This design comes from an exercise in tuning for small area, a short achievable clock period and few clock cycles per item on the open sky130 flow, not from production work.
Only simulation tests tie the RTL to the original design; equivalence was not proved.
No driver is modelled on the clock port, so clocking that relies on it looks cheaper here than on a real chip.

== run A ==
## quik_frame_parser
module quik_frame_parser (
    input  wire         clk,
    input  wire         rst_n,
    input  wire         start_valid,
    output wire         start_ready,
    input  wire [15:0]  start_len,
    input  wire         in_valid,
    output wire         in_ready,
    input  wire [7:0]   in_data,
    output wire         out_valid,
    input  wire         out_ready,
    output wire [2:0]   out_res,
    output wire [4:0]   out_kind,
    output wire [61:0]  out_type,
    output wire [61:0]  out_f0,
    output wire [61:0]  out_f1,
    output wire [61:0]  out_f2,
    output wire [61:0]  out_f3,
    output wire [61:0]  out_f4,
    output wire [61:0]  out_f5,
    output wire [61:0]  out_f6,
    output wire         out_fin,
    output wire         out_off_p,
    output wire         out_len_p,
    output wire         out_ecn_p,
    output wire         out_ft_p,
    output wire [15:0]  out_data_start,
    output wire [15:0]  out_data_len,
    output wire [4:0]   out_cid_len,
    output wire [159:0] out_cid,
    output wire [127:0] out_srt,
    output wire [63:0]  out_pdata,
    output wire [2:0]   out_err_kind,
    output wire [7:0]   out_err_sub,
    output wire [15:0]  out_err_pos
);
Size: about 560 flip-flops, roughly 960 I/O pins.
Settings: LEC_CHECK=0, CAP_MARGIN=20, CORE_MARGIN=2, CORE_UTILIZATION=40, SETUP_SLACK_MARGIN=5, SLEW_MARGIN=20; clock period 10.0 ns.
standard.sh (not shown) runs the stock make flow with config.mk's settings and CLKGATE_MAP_FILE= SYNTH_SCRIPT=/design/flow/synth_recipe.tcl, a recipe that flattens the netlist after the stock synthesis.
==> flow/flow/run.sh <==
#!/bin/bash
# Standard ORFS layout, with:
#  - the port buffers made of sky130_fd_sc_hd__buf_1 instead of the buffer buffer_ports
#    would pick by itself, and the input port buffers then made sky130_fd_sc_hd__buf_4
#    after global placement (flow/post_gp.tcl);
#  - one more setup repair after CTS and after global routing toward a tighter target
#    (flow/post_cts.tcl, flow/post_grt.tcl).
set -euo pipefail
export BUFFER_PORTS_ARGS="-buffer_cell sky130_fd_sc_hd__buf_1"
export POST_GLOBAL_PLACE_TCL="$(pwd)/flow/post_gp.tcl"
export POST_CTS_TCL="$(pwd)/flow/post_cts.tcl"
export POST_GLOBAL_ROUTE_TCL="$(pwd)/flow/post_grt.tcl"
bash standard.sh synth > synth.log 2>&1
bash standard.sh > layout.log 2>&1
==> flow/flow/post_cts.tcl <==
repair_timing -setup -setup_margin 6.5 -repair_tns 0 -verbose
detailed_placement
check_placement -verbose
==> flow/flow/post_gp.tcl <==
# Give the input ports a stronger buffer than the output ports: each input fans out
# to many cells, each output drives only its pin's load.
set n 0
foreach inst [get_cells input*] {
  if { [get_property $inst ref_name] == "sky130_fd_sc_hd__buf_1" } {
    replace_cell $inst sky130_fd_sc_hd__buf_4
    incr n
  }
}
puts "post_gp.tcl: resized $n input buffers to buf_4"
==> flow/flow/post_grt.tcl <==
# After global routing, repair setup timing once more with global-route parasitics
# toward the same tighter target, then re-legalize and re-route the changed nets.
estimate_parasitics -global_routing
repair_timing -setup -setup_margin 6.5 -repair_tns 0 -verbose
repair_timing -hold -hold_margin 0.05 -verbose
global_route -start_incremental
detailed_placement
global_route -end_incremental
check_placement -verbose
estimate_parasitics -global_routing
Testbench counts of run A, summed over its fixed seeds: cycles 166,662, bytes 160,634.
Input changes introduced in run B (baseline for comparison: run A):
-- flow/design.v --
<<< run A, line 152
    wire [15:0] pos1    = pos + 16'd1;
    reg  in_ready_r, start_ready_r;
    assign in_ready    = in_ready_r;
    assign start_ready = start_ready_r;
>>> run B, line 152
    wire [15:0] pos1    = pos + 16'd1;
    reg  in_ready_r, start_ready_r;
    reg        e_var, e_cidl, e_cid, e_srt;
    reg  [6:0] e_tgt;
    assign in_ready    = in_ready_r;
    assign start_ready = start_ready_r;
<<< run A, line 451
        for (gr = 0; gr < 7; gr = gr + 1) begin : g_ven
            for (gl = 0; gl < 8; gl = gl + 1) begin : g_vl
                assign var_en[gr][gl] = wr_ok & (st == S_VAR) & (tgt == gr) &
                                        (vfirst | (lane == gl));
            end
        end
>>> run B, line 453
        for (gr = 0; gr < 7; gr = gr + 1) begin : g_ven
            for (gl = 0; gl < 8; gl = gl + 1) begin : g_vl
                assign var_en[gr][gl] = e_var & e_tgt[gr] & (vfirst | (lane == gl));
            end
        end
<<< run A, line 460
    generate
        for (gl = 0; gl < 20; gl = gl + 1) begin : g_cen
            assign cid_en[gl] = wr_ok & ((st == S_CIDL) |
                                         (((st == S_CID) | ((st == S_FIXED) & t_path)) & (fcnt == gl)));
        end
        for (gl = 0; gl < 16; gl = gl + 1) begin : g_sen
            assign srt_en[gl] = wr_ok & (st == S_FIXED) & t_ncid & (fcnt == gl);
        end
    endgenerate
>>> run B, line 461
    generate
        for (gl = 0; gl < 20; gl = gl + 1) begin : g_cen
            assign cid_en[gl] = e_cidl | (e_cid & (fcnt == gl));
        end
        for (gl = 0; gl < 16; gl = gl + 1) begin : g_sen
            assign srt_en[gl] = e_srt & (fcnt == gl);
        end
    endgenerate
<<< run A, line 584
    wire n_fld56   = (n_fld == F_5) | (n_fld == F_6) | (n_fld == F_GAP) | (n_fld == F_RLEN);
    wire n_to_end  = ((st == S_TYPE) & take) ? ((b[4:3] == 2'b01) & ~b[1]) : to_end;
    wire n_st_blk  = ~((n_st == S_TYPE) | (n_st == S_IDLE) | (n_st == S_DRAIN) |
                       (n_st == S_ERRW) | (n_st == S_EMITF));
>>> run B, line 584
    wire n_fld56   = (n_fld == F_5) | (n_fld == F_6) | (n_fld == F_GAP) | (n_fld == F_RLEN);
    wire n_to_end  = ((st == S_TYPE) & take) ? ((b[4:3] == 2'b01) & ~b[1]) : to_end;
    wire [4:0] n_Tt = ((st == S_TYPE) & take) ? b[4:0] : T;
    wire n_st_blk  = ~((n_st == S_TYPE) | (n_st == S_IDLE) | (n_st == S_DRAIN) |
                       (n_st == S_ERRW) | (n_st == S_EMITF));
<<< run A, line 595
            start_ready_r <= 1'b1;
            hold_r        <= 1'b0;
        end else begin
            in_ready_r    <= ~n_rem_z & ~n_pend & ~n_blocked & n_st_ok;
            hold_r        <= n_pend | n_blocked;
            start_ready_r <= ~n_pend & ((n_st == S_IDLE) |
                                        (((n_st == S_TYPE) & n_vfirst) | (n_st == S_DRAIN)) & n_rem_z);
>>> run B, line 596
            start_ready_r <= 1'b1;
            hold_r        <= 1'b0;
            e_var         <= 1'b0;
            e_cidl        <= 1'b0;
            e_cid         <= 1'b0;
            e_srt         <= 1'b0;
        end else begin
            in_ready_r    <= ~n_rem_z & ~n_pend & ~n_blocked & n_st_ok;
            hold_r        <= n_pend | n_blocked;
            e_var         <= ~(n_pend | n_blocked) & (n_st == S_VAR);
            e_tgt         <= 7'd1 << ((n_fld == F_GAP) ? 3'd5 : (n_fld == F_RLEN) ? 3'd6 : n_fld[2:0]);
            e_cidl        <= ~(n_pend | n_blocked) & (n_st == S_CIDL);
            e_cid         <= ~(n_pend | n_blocked) & ((n_st == S_CID) | ((n_st == S_FIXED) & (n_Tt[4:1] == 4'b1101)));
            e_srt         <= ~(n_pend | n_blocked) & (n_st == S_FIXED) & (n_Tt == 5'h18);
            start_ready_r <= ~n_pend & ((n_st == S_IDLE) |
                                        (((n_st == S_TYPE) & n_vfirst) | (n_st == S_DRAIN)) & n_rem_z);
Notes after the runs:
- Looking at the reports, run B completed the entire flow and the layout it produced met the timing, design-rule and antenna checks.
- Run B vs run A, cell area after placement went up by 1.6%.
- From run A to run B the numbers moved as follows: final sum of negative setup slack level, count of placed standard cells including taps went up about 1.4%.
- Wire length of the first global-routing pass: run B vs run A — no meaningful difference
- Looking at maximum clock frequency, run B sits 3.7% below run A.
- register to output port as the worst setup path category was reported by run A, and input pin to register by run B.
Testbench counts of run B, summed over its fixed seeds: cycles 166,662, bytes 160,634.

-- what the ideal ports hide --
The results above use ideal ports. As a check the final layouts listed here were re-extracted and re-timed, cells and wires unchanged.
Step 1 (the two cells are an assumption about what drives the block):
set clk [get_ports {clk}]
set_driving_cell -lib_cell sky130_fd_sc_hd__clkbuf_16 $clk
set_driving_cell -lib_cell sky130_fd_sc_hd__buf_2 [delete_from_list [all_inputs] $clk]
Step 2 times the ports against the registers' clock, not the clock port: input delays grow and output delays shrink by t, the midpoint of the rising clock arrivals with the driver on.
a / b / c = ideal / step 1 / step 2; a / b = the first two.
run | shift t [ns] | slack for setup (ns) | worst setup path after step 2 | slew at the worst register clock pin (ns) | cell pins on the clock port's net
run A | 0.726 | 5.772 / 5.697 / 4.970 | input to register | 0.07 / 0.07 | 1
run B | 0.735 | 5.609 / 5.562 / 4.863 | input to register | 0.07 / 0.07 | 1
After both steps every run listed still meets setup and hold. The setup slack of run A, which loses most, moves by -0.075 ns with the drivers and by -0.802 ns with both steps.
